Context: an optimization exercise on an open-source flow, tuned for small area, a short achievable clock period and few clock cycles. The choices shown serve that exercise and are no tape-out recipe. Function was checked by simulation only, so behaviour that the tests miss may differ from the original. No activity file was given, so power comes from the tool's default toggle rates.

File: flow/config.mk
export PLATFORM = sky130hd
export DESIGN_NAME = jfp_csum
export DESIGN_NICKNAME = jfp_csum
export VERILOG_FILES = /design/flow/design.v
export SDC_FILE = /design/flow/constraint.sdc
export NUM_CORES = 4
export LEC_CHECK = 0
export CAP_MARGIN = 20
export CORE_MARGIN = 2
export CORE_UTILIZATION = 45
export CTS_BUF_LIST = sky130_fd_sc_hd__clkbuf_8
export CTS_CLUSTER_SIZE = 30
export PLACE_DENSITY = 0.6
export SETUP_SLACK_MARGIN = 3.5
export SLEW_MARGIN = 20
File: flow/constraint.sdc
create_clock -name core_clock -period 10.0 [get_ports {clk}]
set_input_delay 2.0000 -clock core_clock [delete_from_list [all_inputs] [get_ports {clk}]]
set_output_delay 2.0000 -clock core_clock [all_outputs]
set_load 0.01 [all_outputs]
File: flow/design.v
module jfp_csum (
    input             clk,
    input             rst,
    input             bus_valid,
    input             bus_we,
    input      [7:0]  bus_addr,
    input      [3:0]  bus_be,
    input      [31:0] bus_wdata,
    output            bus_ready,
    output reg [31:0] bus_rdata
);
    localparam [2:0] EC_OK    = 3'd0;    
    localparam [2:0] EC_ILL   = 3'd1;    
    localparam [2:0] EC_BND   = 3'd2;    
    localparam [2:0] EC_SHORT = 3'd3;    
    localparam [2:0] EC_ULEN  = 3'd4;    
    localparam [2:0] EC_LMIS  = 3'd5;    
    localparam [2:0] EC_ADDR  = 3'd6;    
    function [22:0] ks22;
        input [21:0] a, b;
        input        cin;
        reg   [21:0] g, p, p0;
        integer      i, d;
        begin
            g = a & b;
            p = a ^ b;
            p0 = p;
            for (d = 1; d < 22; d = d * 2)
                for (i = 21; i >= d; i = i - 1) begin
                    g[i] = g[i] | (p[i] & g[i - d]);
                    p[i] = p[i] & p[i - d];
                end
            ks22[0] = p0[0] ^ cin;
            for (i = 1; i < 22; i = i + 1)
                ks22[i] = p0[i] ^ (g[i - 1] | (p[i - 1] & cin));
            ks22[22] = g[21] | (p[21] & cin);
        end
    endfunction
    function [15:0] eac16;
        input [15:0] a, b;
        reg   [15:0] g, p, p0;
        reg          co;
        integer      i, d;
        begin
            g = a & b;
            p = a ^ b;
            p0 = p;
            for (d = 1; d < 16; d = d * 2)
                for (i = 15; i >= d; i = i - 1) begin
                    g[i] = g[i] | (p[i] & g[i - d]);
                    p[i] = p[i] & p[i - d];
                end
            co = g[15];
            eac16[0] = p0[0] ^ co;
            for (i = 1; i < 16; i = i + 1)
                eac16[i] = p0[i] ^ (g[i - 1] | (p[i - 1] & co));
        end
    endfunction
    function [31:0] ecsa;
        input [15:0] x, y, z;
        reg   [15:0] c;
        begin
            c = (x & y) | (x & z) | (y & z);
            ecsa = {c[14:0], c[15], x ^ y ^ z};
        end
    endfunction
    function [43:0] csa;
        input [21:0] x, y, z;
        csa = {(((x & y) | (x & z) | (y & z)) << 1), (x ^ y ^ z)};
    endfunction
    reg [7:0]   fm [0:63];
    reg [31:0]  cmd_r;
    reg [2:0]   err;
    reg         udpv, csv, match;
    reg [15:0]  view_base, view_len;
    reg [6:0]   pl_base;             
    reg [6:0]   udp_len;             
    reg [1:0]   src_tag, dst_tag;
    reg [127:0] src_val, dst_val;
    reg [15:0]  udp_sport, udp_dport, udp_csum;
    reg [21:0]  csum_acc;            
    reg [15:0]  csum_val, csum_stored;
    wire [15:0] pl_len = (udp_len == 7'd0) ? 16'd0 : {9'd0, udp_len - 7'd8};
    reg         busy;
    reg         is_parse, is_icmp, is_update;
    reg         first;       
    reg [1:0]   blk;         
    reg         blk_ovf;     
    reg [21:0]  acc_s, acc_c;    
    reg [15:0]  rmask;           
    reg [5:0]   elast;       
    reg         vstale;      
    reg [31:0]  h0, h1;      
    reg [15:0]  fld_r;       
    reg         lenok_r;     
    reg [1:0]   bsel;        
    reg [19:0]  ph;          
    reg [1:0]   ph_st;       
    assign bus_ready = !busy;
    wire acc_en = bus_valid && !busy;
    wire reg_wr = acc_en && bus_we && !bus_addr[7];
    wire mem_wr = acc_en && bus_we && (bus_addr[7:4] == 4'b1000);
    wire [7:0]  c_op  = bus_wdata[7:0];
    wire [7:0]  c_rsv = bus_wdata[15:8];
    wire [15:0] c_imm = bus_wdata[31:16];
    reg c_legal;
    always @(*) begin
        case (c_op)
            8'h00, 8'h01, 8'h10, 8'h40, 8'h50, 8'h51, 8'h52, 8'h53:
                c_legal = (c_rsv == 8'h00) && (c_imm == 16'h0000);
            8'h11:
                c_legal = (c_rsv == 8'h00);
            default:
                c_legal = 1'b0;
        endcase
    end
    wire cmd_wr   = reg_wr && (bus_addr == 8'h00);
    wire cmd_ok   = cmd_wr && c_legal;
    wire c_soft   = cmd_ok && (c_op == 8'h01);
    wire c_desc   = cmd_ok && (c_op == 8'h10);
    wire c_trunc  = cmd_ok && (c_op == 8'h11);
    wire c_parse  = cmd_ok && (c_op == 8'h40);
    wire c_csum   = cmd_ok && (c_op[7:2] == 6'b010100);
    wire        addrs_ok   = (src_tag == 2'd1) && (dst_tag == 2'd1);
    wire [5:0]  b6         = view_base[5:0];
    wire [7:0]  vend       = {1'b0, view_base[6:0]} + {1'b0, view_len[6:0]};
    wire        out_bounds = (|view_base[15:7]) || (|view_len[15:7]) || (vend > 8'd64);
    wire [6:0]  n7         = view_len[6:0];      
    wire        short_p    = view_len < 16'd8;
    wire        short_i    = view_len < 16'd4;
    wire        icmp_c     = busy ? is_icmp : c_op[1];
    wire p_err    = out_bounds || short_p;
    wire cs_err   = out_bounds || (c_op[1] ? (short_i || !addrs_ok) : short_p);
    wire p_start  = c_parse && !p_err;
    wire cs_start = c_csum && !cs_err;
    wire [5:0]  fu = b6 + 6'd6;     
    wire [5:0]  fi = b6 + 6'd2;     
    wire [31:0] port_word = {fm[{bus_addr[3:0], 2'd0}], fm[{bus_addr[3:0], 2'd1}],
                             fm[{bus_addr[3:0], 2'd2}], fm[{bus_addr[3:0], 2'd3}]};
    wire        ph_busy  = (ph_st != 2'd0);
    wire        hold     = ph_busy || vstale;
    wire        cs_busy  = busy && !is_parse;
    wire        first_c  = !busy || first;
    wire        blk_done = blk_ovf && !first;
    wire        do_blk   = !hold && (!busy || !blk_done);
    wire [1:0]  k_first  = b6[5:4];
    wire [1:0]  k_last   = elast[5:4];
    wire [15:0] bmask    = ph_busy ? 16'hFFFF : rmask;
    wire [127:0] fm_blk;
    genvar g;
    generate for (g = 0; g < 16; g = g + 1) begin : g_blk
        assign fm_blk[127 - 8 * g -: 8] = fm[{bsel, g[3:0]}];
    end endgenerate
    wire [127:0] blk_data = !ph_busy ? fm_blk : (ph_st == 2'd1) ? src_val : dst_val;
    wire [3:0]  w0 = b6[5:2];
    wire [3:0]  w1 = w0 + 4'd1;
    wire [3:0]  w2 = w0 + 4'd2;
    wire        on0 = !ph_busy && (bsel == w0[3:2]);
    wire        on1 = !ph_busy && (bsel == w1[3:2]);
    wire [31:0] c0 = fm_blk[127 - 32 * w0[1:0] -: 32];
    wire [31:0] c1 = fm_blk[127 - 32 * w1[1:0] -: 32];
    wire [31:0] c2 = fm_blk[127 - 32 * w2[1:0] -: 32];
    wire [31:0] e0 = on0 ? c0 : h0;
    wire [31:0] e1 = on1 ? c1 : h1;
    wire [31:0] e2 = c2;
    wire [95:0] win12 = {e0, e1, e2};
    wire [1:0]  ob    = b6[1:0];
    wire [63:0] hdr   = win12[95 - 8 * ob -: 64];
    wire [15:0] h_len = hdr[31:16];
    wire [15:0] lenf  = hdr[31:16];
    wire [15:0] fld   = fld_r;
    wire [15:0] fld_c  = icmp_c ? hdr[47:32] : hdr[15:0];
    wire [1:0]  k_fl   = icmp_c ? (b6[5:4] + {1'b0, (b6[3:0] > 4'd12)}) :
                                  (b6[5:4] + {1'b0, (b6[3:0] > 4'd8)});
    wire [1:0]  k_hl  = b6[5:4] + {1'b0, (b6[3:0] > 4'd8)};
    wire        swap = b6[0] && !ph_busy;
    wire [15:0] wd [0:7];
    generate for (g = 0; g < 8; g = g + 1) begin : g_wd
        wire [7:0] be_ = blk_data[127 - 16 * g -: 8] & {8{bmask[2 * g]}};
        wire [7:0] bo_ = blk_data[119 - 16 * g -: 8] & {8{bmask[2 * g + 1]}};
        assign wd[g] = swap ? {bo_, be_} : {be_, bo_};
    end endgenerate
    wire        base0  = ph_busy ? (ph_st == 2'd1) : first_c;
    wire [21:0] base_s = base0 ? 22'd0 : acc_s;
    wire [21:0] base_c = base0 ? 22'd0 : acc_c;
    wire [43:0] l1a = csa({6'd0, wd[0]}, {6'd0, wd[1]}, {6'd0, wd[2]});
    wire [43:0] l1b = csa({6'd0, wd[3]}, {6'd0, wd[4]}, {6'd0, wd[5]});
    wire [43:0] l1c = csa({6'd0, wd[6]}, {6'd0, wd[7]}, base_s);
    wire [43:0] l2a = csa(l1a[21:0], l1a[43:22], l1b[21:0]);
    wire [43:0] l2b = csa(l1b[43:22], l1c[21:0], l1c[43:22]);
    wire [43:0] l3a = csa(l2a[21:0], l2a[43:22], l2b[21:0]);
    wire [43:0] l4a = csa(l3a[21:0], l3a[43:22], l2b[43:22]);
    wire [43:0] l5a = csa(l4a[21:0], l4a[43:22], base_c);
    wire [22:0] ph_  = ks22(acc_s, acc_c, 1'b0);
    wire [43:0] cc1   = csa({2'd0, ph}, {15'd0, n7}, is_icmp ? 22'd58 : 22'd17);
    wire [43:0] rw1   = csa(acc_s, acc_c, cc1[21:0]);
    wire [43:0] rw1b  = csa(rw1[21:0], rw1[43:22], cc1[43:22]);
    wire [43:0] rw2   = csa(rw1b[21:0], rw1b[43:22], {6'd0, ~fld_r});
    wire [43:0] rw3   = csa(rw2[21:0], rw2[43:22], 22'h3F0001);    
    wire [22:0] raw_  = ks22(rw3[21:0], rw3[43:22], 1'b0);
    wire [21:0] raw   = raw_[21:0];
    wire [31:0] ea1   = ecsa(rw2[15:0], rw2[37:22], {10'd0, rw2[21:16]});
    wire [31:0] ea2   = ecsa(ea1[15:0], ea1[31:16], {10'd0, rw2[43:38]});
    wire [15:0] fold2 = eac16(ea2[15:0], ea2[31:16]);
    wire [15:0] val   = (fold2 == 16'h0) ? 16'h0 : ~fold2;
    wire p_hdr     = do_blk && (bsel == k_hl);
    wire parse_fin = busy && is_parse && p_hdr;
    wire p_now     = p_start && p_hdr;              
    wire csum_fin  = cs_busy && blk_done;
    wire len_bad   = !is_icmp && !lenok_r;
    wire csum_ok   = !len_bad && addrs_ok;
    wire p_ok      = (h_len[15:7] == 9'd0) && (h_len[6:3] != 4'd0) && (h_len[6:0] <= n7);
    wire p_commit  = (parse_fin || p_now) && p_ok;
    wire r0 = rst || c_soft;                  
    wire src_tw = reg_wr && (bus_addr == 8'h25);
    wire dst_tw = reg_wr && (bus_addr == 8'h26);
    wire tclr   = (bus_wdata[1:0] != 2'd1);
    wire [1:0]  tagv = (bus_wdata[1:0] == 2'd3) ? 2'd0 : bus_wdata[1:0];
    wire src_clr = r0 || (src_tw && tclr);
    wire dst_clr = r0 || (dst_tw && tclr);
    wire any_clr = r0 || ((src_tw || dst_tw) && tclr);
    wire [31:0] wd_z = any_clr ? 32'h0 : bus_wdata;
    wire val_wr = reg_wr && (bus_addr[7:3] == 5'b01000);
    wire        vb_we = r0 || (reg_wr && bus_addr == 8'h02) || c_desc;
    wire [15:0] vb_d  = r0 ? 16'h0 : c_desc ? {9'd0, pl_base} : bus_wdata[15:0];
    wire        vl_we_np = r0 || (reg_wr && bus_addr == 8'h03) || c_desc ||
                           (c_trunc && c_imm < view_len);
    wire        vl_we = vl_we_np || p_commit;
    wire [15:0] vl_d  = r0 ? 16'h0 : c_desc ? pl_len : c_trunc ? c_imm :
                        p_commit ? h_len : bus_wdata[15:0];
    wire [15:0] nvb   = vb_we ? vb_d : view_base;
    wire [15:0] nvl_np = !vl_we_np ? view_len : r0 ? 16'h0 : c_desc ? pl_len :
                         c_trunc ? c_imm : bus_wdata[15:0];
    wire [5:0]  elast_np = nvb[5:0] + nvl_np[5:0] - 6'd1;
    always @(posedge clk) begin
        if (rst || cmd_wr)
            cmd_r <= rst ? 32'h0 : bus_wdata;
        if (src_clr || (val_wr && !bus_addr[2] && bus_addr[1:0] == 2'd0)) src_val[127:96] <= wd_z;
        if (src_clr || (val_wr && !bus_addr[2] && bus_addr[1:0] == 2'd1)) src_val[95:64]  <= wd_z;
        if (src_clr || (val_wr && !bus_addr[2] && bus_addr[1:0] == 2'd2)) src_val[63:32]  <= wd_z;
        if (src_clr || (val_wr && !bus_addr[2] && bus_addr[1:0] == 2'd3)) src_val[31:0]   <= wd_z;
        if (dst_clr || (val_wr &&  bus_addr[2] && bus_addr[1:0] == 2'd0)) dst_val[127:96] <= wd_z;
        if (dst_clr || (val_wr &&  bus_addr[2] && bus_addr[1:0] == 2'd1)) dst_val[95:64]  <= wd_z;
        if (dst_clr || (val_wr &&  bus_addr[2] && bus_addr[1:0] == 2'd2)) dst_val[63:32]  <= wd_z;
        if (dst_clr || (val_wr &&  bus_addr[2] && bus_addr[1:0] == 2'd3)) dst_val[31:0]   <= wd_z;
        if (r0 || src_tw) src_tag <= r0 ? 2'd0 : tagv;
        if (r0 || dst_tw) dst_tag <= r0 ? 2'd0 : tagv;
        if (vb_we) view_base <= vb_d;
        if (vl_we) view_len  <= vl_d;
        elast  <= elast_n;
        vstale <= p_commit;
        if (r0 || p_commit) begin
            pl_base   <= r0 ? 7'h0 : b6 + 7'd8;
            udp_len   <= r0 ? 7'h0 : h_len[6:0];
            udp_sport <= r0 ? 16'h0 : hdr[63:48];
            udp_dport <= r0 ? 16'h0 : hdr[47:32];
            udp_csum  <= r0 ? 16'h0 : hdr[15:0];
        end
        if (r0 || (csum_fin && csum_ok)) begin
            csum_acc    <= r0 ? 22'h0 : raw;
            csum_val    <= r0 ? 16'h0 : val;
            csum_stored <= r0 ? 16'h0 : is_update ? val : fld;
        end
        if (rst) begin
            err   <= EC_OK;
            udpv  <= 1'b0;
            csv   <= 1'b0;
            match <= 1'b0;
        end else if (cmd_wr) begin
            if (!c_legal)
                err <= EC_ILL;
            else if (c_parse || c_csum)
                err <= out_bounds ? EC_BND :
                       (c_parse ? short_p : c_op[1] ? short_i : short_p) ? EC_SHORT :
                       (c_csum && c_op[1] && !addrs_ok) ? EC_ADDR : EC_OK;
            else
                err <= EC_OK;
            if (p_now) begin
                err  <= p_ok ? EC_OK : EC_ULEN;
                udpv <= p_ok;
            end
            if (c_soft || (c_parse && p_err))
                udpv <= 1'b0;
            if (c_soft || (c_csum && cs_err)) begin
                csv   <= 1'b0;
                match <= 1'b0;
            end
        end else if (parse_fin) begin
            err  <= p_ok ? EC_OK : EC_ULEN;
            udpv <= p_ok;
        end else if (csum_fin) begin
            err   <= len_bad ? EC_LMIS : !addrs_ok ? EC_ADDR : EC_OK;
            csv   <= csum_ok;
            match <= csum_ok;
        end
    end
    wire       busy_n  = !rst && (!busy ? ((p_start && !p_now) || cs_start)
                                        : !(parse_fin || csum_fin));
    wire       first_n = !busy ? hold : (first && !do_blk);
    wire [1:0] blk_n   = !busy ? (hold ? k_first : k_first + 2'd1) :
                         do_blk ? bsel + 2'd1 : blk;
    wire [1:0] bsel_n  = (!busy_n || first_n) ? nvb[5:4] : blk_n;
    wire [5:0] elast_n = elast_np;
    wire [3:0] bstart_n = (bsel_n == nvb[5:4]) ? nvb[3:0] : 4'd0;
    wire [3:0] bend_n   = (bsel_n == elast_n[5:4]) ? elast_n[3:0] : 4'd15;
    wire [15:0] rmask_n = (16'hFFFF << bstart_n) & (16'hFFFF >> (4'd15 - bend_n));
    always @(posedge clk) begin
        if (rst)
            busy <= 1'b0;
        else if (!busy)
            busy <= (p_start && !p_now) || cs_start;
        else if (parse_fin || csum_fin)
            busy <= 1'b0;
        if (rst || c_soft) begin
            ph_st <= 2'd0;
            ph    <= 20'd0;
        end else if (val_wr || ((src_tw || dst_tw) && tclr)) begin
            ph_st <= 2'd1;
        end else if (ph_busy) begin
            ph_st <= ph_st + 2'd1;
            if (ph_st == 2'd3)
                ph <= ph_[19:0];
        end
        if (!busy) begin
            is_parse  <= !c_op[4];
            is_icmp   <= c_op[1];
            is_update <= c_op[0];
            first     <= hold;
            blk       <= hold ? k_first : k_first + 2'd1;
            blk_ovf   <= !hold && (k_first == k_last);
        end else if (do_blk) begin
            first   <= 1'b0;
            blk     <= bsel + 2'd1;
            blk_ovf <= (bsel == k_last);
        end
        if (on0) h0 <= c0;
        if (on1) h1 <= c1;
        acc_s <= l5a[21:0];
        acc_c <= l5a[43:22];
        if (do_blk && bsel == k_fl) begin
            fld_r   <= fld_c;
            lenok_r <= (lenf == view_len);
        end
        bsel  <= bsel_n;
        rmask <= rmask_n;
    end
    wire [5:0]  st0   = is_icmp ? fi : fu;
    wire        st_en = csum_fin && is_update && csum_ok;
    wire [63:0] st_dec = st_en ? (64'd1 << st0) : 64'd0;
    wire [63:0] st_we  = st_dec | {st_dec[62:0], 1'b0};
    reg  [7:0]  lane_d [0:3];
    integer l;
    always @(*) begin
        for (l = 0; l < 4; l = l + 1) begin
            if (!busy)
                lane_d[l] = bus_wdata[8 * (3 - l) +: 8];
            else if (st0[1:0] == l[1:0])
                lane_d[l] = val[15:8];
            else
                lane_d[l] = val[7:0];
        end
    end
    integer i;
    always @(posedge clk) begin
        for (i = 0; i < 64; i = i + 1) begin
            if ((mem_wr && (bus_addr[3:0] == i[5:2]) && bus_be[3 - i[1:0]]) || st_we[i])
                fm[i] <= lane_d[i % 4];
        end
    end
    reg [7:0] err8;
    always @(*) begin
        case (err)
            EC_OK:    err8 = 8'h00;
            EC_ILL:   err8 = 8'h01;
            EC_BND:   err8 = 8'h02;
            EC_SHORT: err8 = 8'h03;
            EC_ULEN:  err8 = 8'h30;
            EC_LMIS:  err8 = 8'h31;
            default:  err8 = 8'h40;
        endcase
    end
    always @(*) begin
        bus_rdata = 32'h0;
        if (bus_addr[7:4] == 4'b1000) begin
            bus_rdata = port_word;
        end else begin
            case (bus_addr)
            8'h00: bus_rdata = cmd_r;
            8'h01: bus_rdata = {19'h0, match && (csum_val == csum_stored), csv, udpv, 2'b00, err8};
            8'h02: bus_rdata = {16'h0, view_base};
            8'h03: bus_rdata = {16'h0, view_len};
            8'h04: bus_rdata = {25'h0, pl_base};
            8'h05: bus_rdata = {16'h0, pl_len};
            8'h25: bus_rdata = {30'h0, src_tag};
            8'h26: bus_rdata = {30'h0, dst_tag};
            8'h30: bus_rdata = {16'h0, udp_sport};
            8'h31: bus_rdata = {16'h0, udp_dport};
            8'h32: bus_rdata = {25'h0, udp_len};
            8'h33: bus_rdata = {16'h0, udp_csum};
            8'h38: bus_rdata = {10'h0, csum_acc};
            8'h39: bus_rdata = {16'h0, csum_val};
            8'h3A: bus_rdata = {16'h0, csum_stored};
            8'h40: bus_rdata = src_val[127:96];
            8'h41: bus_rdata = src_val[95:64];
            8'h42: bus_rdata = src_val[63:32];
            8'h43: bus_rdata = src_val[31:0];
            8'h44: bus_rdata = dst_val[127:96];
            8'h45: bus_rdata = dst_val[95:64];
            8'h46: bus_rdata = dst_val[63:32];
            8'h47: bus_rdata = dst_val[31:0];
            default: bus_rdata = 32'h0;
            endcase
        end
    end
endmodule
File: flow/run.sh
#!/bin/bash
# synth_recipe.tcl (not shown) runs the flow's synth.tcl, then flattens the netlist and writes it again
# the make line also repeats each setting of config.mk as NAME=value (left out here)
make -C /OpenROAD-flow-scripts/flow DESIGN_CONFIG=/design/flow/config.mk WORK_HOME=/design/flow/orfs CLKGATE_MAP_FILE= SYNTH_SCRIPT=/design/flow/synth_recipe.tcl finish
==> reports/qor.yml, run 1 <==
run_status: "finished clean"
finalHoldViolations: 0
layout.filler_cells: 12500
h-tree-depth: 4
cts_inserted_buffers: 196
grt_max_degree: 112
final_antenna_net_count: 0
worstPathArrival_ns: 8.54
grt_pass1_vias: 60600
core_sq_um: 146000
endpoint: "fm[25][3]"
gp_congestion: 1.17
r2r-start: "view_len[5]"
design_area_sq_um: 81900
dpl.cell_count: 7990
post_layout_nonfiller_instances: 8737
crit_path_top_delay_cell: "sky130_fd_sc_hd__fa_2"
synth_seq_area_share_pct: 48.7
port_buffers: 80
layout-drive-gt1-share_pct: 22.4
skew_ns: 0.0554
slowest_delay_ns: 0.54
setup.worst_path.start_class: "flop"
floorplan.initialDensity_pct: 45.4
route.final.wire_length_microns: 420000
fin_total_pwr_mw: 30.1
reg2reg_setup_slack_ns: 2.13
row_cnt: 140
setup.worst_path.end_class: "flop"
final.min_clock_period_ns: 7.87
route.vias.total: 66500
antenna_found_initial: 27
power_leakage_nw: 29.8
worst_path_most_repeated_cell: "sky130_fd_sc_hd__fa_1"
number_of_max_cap_violations: 0
cts_buffer_depth: 3
post-route-worst-setup-slack_ns: 2.13
drtPass1Iterations: 10
ys_ff_latch: 1130
clkLatencyLatePin_ns: 1.02
post_synth_num_cell_types: 94
floorplan.io_pins: 81
rsz_0062_raised_after_global_routing: "true"
wl_per_cell_microns: 48.1
setup_tns_ns: 0
synthArstFlopShare_pct: 0
synthesis.yosys.warnings: 5
path_class: "reg -> reg"
crit_required_ns: 10.67
post-dp-hpwl_microns: 300000
dpl-instance-area_sq_um: 71600
rr_endpoint: "fm[25][3]"
die_height_microns: 388
fin_nets: 7041
final.period_utilization_pct: 78.7
synth.avg_cell_area_sq_um: 10.8
synth_enable_flop_cells: 967
cts.root.buffer_cell: "sky130_fd_sc_hd__clkbuf_8"
max_fo_critical_path: 8
maxSlewHeadroom_pct: 6.66
cts_sinks: 1130
number_of_vias_per_cell: 7.61
groute.usage.overall_pct: 53.9
design.die.area_sq_um: 150000
detailedRoute.firstIterationViolations: 13800
grt_first_pass_wirelength_microns: 546000
hold_class: "reg -> reg"
floorplan.die.width_microns: 388
finalSetupViolCount: 0
worst-r2r-cell-count: 28
global_route.overflow_total: 0
synth.area.top_cells: "sky130_fd_sc_hd__edfxtp_1 (44%), sky130_fd_sc_hd__fa_1 (5.9%), sky130_fd_sc_hd__dfxtp_1 (4.9%)"
post-route-drc-count: 0
crit_start: "view_len[5]"
area_growth_pct: 23.6
yosys.area.top_type_share_pct: 43.8
pre_cts_ws_ns: 1.51
fmax_mhz: 127
postSynthNetCount: 6543
netlist_area_sq_um: 66300
worst_ir_drop_vdd_mv: 0.593
maxSlewViolCount: 0
timing_worst_slew_pin_value_ns: 1.39
power_density_nw_per_um2: 368
worst_setup_hold_path_clk_slew_ns: 0.06
cts_tree: "built"
synth_cells: 6134
post-synth-top-area-cell: "sky130_fd_sc_hd__edfxtp_1"
holdBufCountCts: 0
synth_ff_type: "sky130_fd_sc_hd__edfxtp_1"
## cell usage after synthesis (14+ instances only)
master / n
sky130_fd_sc_hd__nor2b_1: 33
sky130_fd_sc_hd__xnor2_1: 72
sky130_fd_sc_hd__a222oi_1: 38
sky130_fd_sc_hd__o221ai_1: 61
sky130_fd_sc_hd__inv_1: 314
sky130_fd_sc_hd__mux2_2: 101
sky130_fd_sc_hd__ha_1: 167
sky130_fd_sc_hd__a211oi_1: 39
sky130_fd_sc_hd__or2_2: 20
sky130_fd_sc_hd__or4_1: 14
sky130_fd_sc_hd__a22o_1: 169
sky130_fd_sc_hd__mux4_2: 14
sky130_fd_sc_hd__nor3_1: 91
sky130_fd_sc_hd__buf_2: 34
sky130_fd_sc_hd__dfxtp_1: 163
sky130_fd_sc_hd__a211o_1: 14
sky130_fd_sc_hd__or3_1: 26
sky130_fd_sc_hd__nand2_1: 465
sky130_fd_sc_hd__nor2_1: 432
sky130_fd_sc_hd__edfxtp_1: 967
sky130_fd_sc_hd__nor4_1: 29
sky130_fd_sc_hd__o31ai_1: 31
sky130_fd_sc_hd__a22oi_1: 413
sky130_fd_sc_hd__nand4_1: 84
sky130_fd_sc_hd__a221oi_1: 193
sky130_fd_sc_hd__and3_1: 51
sky130_fd_sc_hd__buf_1: 76
sky130_fd_sc_hd__mux2i_1: 118
sky130_fd_sc_hd__and2_1: 72
sky130_fd_sc_hd__o211ai_1: 56
sky130_fd_sc_hd__o22ai_1: 183
sky130_fd_sc_hd__o2111ai_1: 17
sky130_fd_sc_hd__o21ai_0: 219
sky130_fd_sc_hd__o21a_1: 16
sky130_fd_sc_hd__fa_1: 194
sky130_fd_sc_hd__clkbuf_1: 329
sky130_fd_sc_hd__a31oi_1: 63
sky130_fd_sc_hd__xor2_1: 34
sky130_fd_sc_hd__a21oi_1: 263
sky130_fd_sc_hd__nand2b_1: 23
sky130_fd_sc_hd__nand3_1: 199
sky130_fd_sc_hd__a21o_1: 30
## placed cells by master, fill, tap and decap left out, drive strengths merged, types with 38 or more instances in the layout
cell type      count
a22o             169
clkdlybuf4s50     39
o221ai            61
and2              72
o21ai            223
inv              375
mux2             101
a221oi           193
nand4             84
clkinv            84
a222oi            38
nand2            465
fa               194
xnor2             74
clkbuf           222
nor3              91
nor2             438
nand3            199
dfxtp            163
a31oi             63
buf              626
o22ai            212
a22oi            413
a211oi            39
o211ai            56
edfxtp           967
mux2i            118
ha               167
a21oi            264
and3              51
## where the power goes
part,switching (mW),total (mW),internal [mW]
Clock,2.20,4.33,2.13
Sequential,0.534,6.56,6.03
Combinational,12.3,19.2,6.94
Total,15.0,30.1,15.1
## state kept, by name, summed over array words and instances, names as in the netlist, 19 cells and up
signal,cells
acc_c,19
cmd_r,32
h0,32
dst_val,128
ph,20
h1,32
src_val,128
fm,512
csum_acc,22
acc_s,22
## metal layers
layer / wire, microns / track usage [%] / part of all wire [%] / vias to the layer above
met1: 143000 / 66.2 / 34 / 32700
met2: 158000 / 70.9 / 38 / 6910
li1: - / - / - / 25000
met5: 1290 / 3.64 / 0.31 / -
met3: 74600 / 27.8 / 18 / 1805
met4: 43400 / 40.5 / 10 / 26
## cells by family after synthesis
group	count (synthesis)	synth area share [%]
AND/OR/NAND/NOR	1584	11.2
adder cells (fa/ha/maj)	361	9.01
multiplexers	233	3.97
XOR/XNOR	109	1.48
buffers and inverters	761	4.41
flip-flops	1130	48.7
AO/OA/AOI/OAI	1956	21.2
## area by class of cell
class                   instances  area (sq um)  share of cell area [%]
repair buffers                703          7260                    8.86
flip-flops and latches       1130         32300                    39.4
multi-input cells            4283         34800                    42.5
well taps                    1917          2400                    2.93
clock inverters               159          1000                    1.22
clock buffers                 207          2850                    3.48
inverters                     318          1220                    1.49
diodes                         20          50.0                  0.0611
## how the worst min path moves through the flow
stage	from	to	cells after the start
2_1_floorplan	ph[14]	ph[14]	2
3_3_place_gp	ph[14]	ph[14]	2
3_5_place_dp	ph[0]	ph[0]	2
4_1_cts	ph[0]	ph[0]	2
5_1_grt	ph[0]	ph[0]	2
6_report	ph[0]	ph[0]	2
## per-stage QoR
stage	util (%)	hold WS (ns)
global route	56.1	0.478
detailed placement	49.1	0.452
CTS	54.7	0.461
global placement	49.0	0.442
floorplan	-	0.432
finish	56.2	0.467
## worst max-delay path: cells and delay by family, from the launching register on
family                   cells  cell delay, ns
buffers and inverters       10            1.19
XOR/XNOR                     1            0.26
AO/OA/AOI/OAI                7            1.12
flip-flops                   1            0.43
adder cells (fa/ha/maj)      7            3.26
AND/OR/NAND/NOR              3            1.13
## repair_timing
action,4_1_cts,5_1_grt
buffers inserted,201,88
setup endpoints to repair,976,701
gates cloned,53,10
pin swaps,134,112
hold endpoints to repair,0,0
resized for setup,446,218
Testbench counts, summed over its fixed seeds: cycles 11,786.
==> run 2, diff against run 1 <==
--- a/flow/config.mk
+++ b/flow/config.mk
@@ -13,3 +13,3 @@
 export PLACE_DENSITY = 0.6
-export SETUP_SLACK_MARGIN = 3.5
+export SETUP_SLACK_MARGIN = 3.0
 export SLEW_MARGIN = 20
==> run 2 against run 1 <==
Effect of this change: total power rose by 3.1%; global-route usage is 0.39 points lower; core utilization down 1.4 points; highest routed layer unchanged; non-clock buffer count is 95 lower; sequential power up 0.6%; synthesized cell count unchanged; hold slack worse by 0.0034 ns; clock power is 4% higher; worst setup slack better by 0.21 ns; critical path depth fell by 1; via count is 1.2% lower.
==> reports/qor.yml, run 2 <==
cts_inserted_buffers: 192
worstPathArrival_ns: 8.33
synthTopCellsByCount: "sky130_fd_sc_hd__edfxtp_1 (967), sky130_fd_sc_hd__nand2_1 (465), sky130_fd_sc_hd__nor2_1 (432)"
synth_cells: 6134
number_of_max_cap_violations: 0
count_leader_synth: "sky130_fd_sc_hd__edfxtp_1"
setup.worst_path.end_class: "flop"
r2r-start: "view_len[5]"
dpl-instance-area_sq_um: 71500
gp_congestion: 1.15
row_cnt: 140
worst_path_most_repeated_cell: "sky130_fd_sc_hd__fa_1"
mostFrequentLayoutCell: "sky130_fd_sc_hd__edfxtp_1"
antenna_found_initial: 34
post_synth_num_cell_types: 94
design_area_sq_um: 79800
cts_sinks: 1130
port_buffers: 80
number_of_vias_per_cell: 7.62
design.die.area_sq_um: 150000
path_class: "reg -> reg"
timing_worst_slew_pin_value_ns: 1.39
layout_common_cells: "sky130_fd_sc_hd__edfxtp_1 (967), sky130_fd_sc_hd__nand2_1 (446), sky130_fd_sc_hd__buf_4 (419), sky130_fd_sc_hd__a22oi_1 (410), sky130_fd_sc_hd__nor2_1 (385)"
run_status: "finished clean"
holdBufCountCts: 0
top_regs: "fm x512, dst_val x128, src_val x128"
synth_enable_flop_cells: 967
post-route-worst-setup-slack_ns: 2.34
post-dp-hpwl_microns: 304000
post-route-drc-count: 0
cts_tree: "built"
floorplan.die.width_microns: 388
ys_ff_latch: 1130
cts.root.buffer_cell: "sky130_fd_sc_hd__clkbuf_8"
cp_num_buf_inv: 9
route.final.wire_length_microns: 418000
worst_ir_drop_vdd_mv: 0.792
regMostFlops: "fm"
final_antenna_net_count: 0
post_layout_nonfiller_instances: 8616
largest_reg_flops: 512
final.min_clock_period_ns: 7.66
area_growth_pct: 20.4
grt_max_degree: 114
hold_end: "ph[6]"
synth_seq_area_share_pct: 48.7
final.period_utilization_pct: 76.6
synth_ff_type: "sky130_fd_sc_hd__edfxtp_1"
floorplan.initialDensity_pct: 45.4
grt_pass1_vias: 59800
synthesis.yosys.warnings: 5
grt_first_pass_wirelength_microns: 540000
postSynthNetCount: 6543
groute.usage.overall_pct: 53.6
multi_input_comb_area_sq_um: 34200
setup_tns_ns: 0
maxSlewHeadroom_pct: 7.63
maxSlewViolCount: 0
crit_path_top_delay_cell: "sky130_fd_sc_hd__fa_1"
setup.worst_path.start_class: "flop"
synth.avg_cell_area_sq_um: 10.8
die_height_microns: 388
rr_endpoint: "fm[5][2]"
slowest_delay_ns: 0.50
fmax_mhz: 131
yosys.area.top_type_share_pct: 43.8
drtPass1Iterations: 11
synthArstFlopShare_pct: 0
layout.filler_cells: 12700
hold_path_depth: 2
worst-r2r-cell-count: 27
max_fo_critical_path: 8
finalHoldViolations: 0
holdCritStartpoint: "ph[6]"
pre_cts_ws_ns: 1.38
cts_buffer_depth: 3
fin_nets: 6935
reg2reg_setup_slack_ns: 2.34
synth.area.top_cells: "sky130_fd_sc_hd__edfxtp_1 (44%), sky130_fd_sc_hd__fa_1 (5.9%), sky130_fd_sc_hd__dfxtp_1 (4.9%)"
skew_ns: 0.0537
detailedRoute.firstIterationViolations: 13700
netlist_area_sq_um: 66300
wl_per_cell_microns: 48.5
crit_required_ns: 10.67
clkLatencyLatePin_ns: 1.04
post-synth-top-area-cell: "sky130_fd_sc_hd__edfxtp_1"
global_route.overflow_total: 0
rsz_0062_raised_after_global_routing: "true"
dpl.cell_count: 8002
floorplan.io_pins: 81
route.vias.total: 65700
h-tree-depth: 4
power_density_nw_per_um2: 389
core_sq_um: 146000
hold_class: "reg -> reg"
fin_total_pwr_mw: 31.1
power_leakage_nw: 28.8
critical-path-top-delay-family: "adder cells"
finalSetupViolCount: 0
layout-drive-gt1-share_pct: 20.0
worst_setup_hold_path_clk_slew_ns: 0.07
final-seq-area_sq_um: 32300
[run 2: layer usage]
metal | wire length, microns | share of wire, % | global-route usage (%)
met4 | 41900 | 10 | 40.3
met3 | 74100 | 18 | 28.0
met5 | 565 | 0.14 | 0.734
met2 | 157000 | 38 | 70.1
met1 | 144000 | 34 | 66.0
[run 2: worst reg2reg max path, delay by kind of cell (launching register included)]
family	cells	cell delay, ns
fa+ha+maj	7	3.20
simple gates	5	1.52
buf+inv	9	1.14
compound gates	6	0.99
flops	1	0.45
[run 2: power breakdown]
| part | switching (mW) | leakage, nW | internal, mW |
|---|---|---|---|
| clock | 2.22 | 2.20 | 2.28 |
| combinational | 12.7 | 16.2 | 7.21 |
| sequential | 0.569 | 10.4 | 6.03 |
| total | 15.5 | 28.8 | 15.5 |
[run 2: what timing repair did]
| action | in CTS | in global routing |
|---|---|---|
| cloned | 32 | 17 |
| pin swaps | 94 | 72 |
| endpoints found under the hold margin | 0 | 0 |
| buffers inserted | 139 | 44 |
| setup endpoints to repair | 697 | 683 |
| resized for setup | 248 | 167 |
[run 2: stage by stage]
step | hold slack, ns | util (%)
2_1_floorplan | 0.432 | -
3_3_place_gp | 0.442 | 49.0
3_5_place_dp | 0.448 | 49.0
4_1_cts | 0.465 | 53.7
5_1_grt | 0.479 | 54.7
6_report | 0.463 | 54.7
[run 2: cell families after synthesis]
kind of cell,synth area share (%)
simple gates,11.2
mux,3.97
buf+inv,4.41
fa+ha+maj,9.01
xor+xnor,1.48
flops,48.7
compound gates,21.2
[run 2: final cells by class]
type                    count  share of cell area, %
flip-flops and latches   1130                   40.5
multi-input cells        4276                   42.8
repair buffers            608                   7.23
clock inverters           152                   1.50
diodes                     15                 0.0470
well taps                1917                   3.00
inverters                 318                   1.52
clock buffers             200                   3.45
[run 2: worst max path at each step]
stage,cells past startpoint,slack (ns),startpoint,to
after floorplan,25,2.82,view_len[5],fm[11][4]
after global placement,20,1.26,bus_addr[2],rmask[15]
after detailed placement,24,1.38,view_len[5],csum_val[5]
after CTS,26,2.19,view_len[3],fm[20][7]
after global routing,27,2.18,view_len[5],fm[51][5]
final,27,2.34,view_len[5],fm[5][2]

==> afterwards: timing with drivers on the ports <==
The flow's constraints put no driver on any port. The routed layouts listed below were extracted and timed again, unchanged, in two steps. Step 1: set_driving_cell puts a clkbuf_16 on clk and a buf_2 on each other input, an assumption about the parent block. Step 2 adds t to the input delays and takes it off the output delays; t is the mean of the earliest and latest rising clock arrival at the registers after step 1. Input paths then give back, and output paths get back, about the clock's delay inside the block. a / b / c = ideal / step 1 / step 2; a / b = the first two.
run | t (ns) | setup slack, ns | worst data-port slew with drivers (ns) | cell pins on the clock port's net
run 1 | 1.079 | 2.127 / 2.127 / 2.127 | 0.20 | 1
run 2 | 1.102 | 2.339 / 2.339 / 2.322 | 0.07 | 1
After both steps setup and hold are still met in every run listed. The setup slack of run 2, which loses most, moves by 0.000 ns with the drivers and by -0.017 ns with both steps.
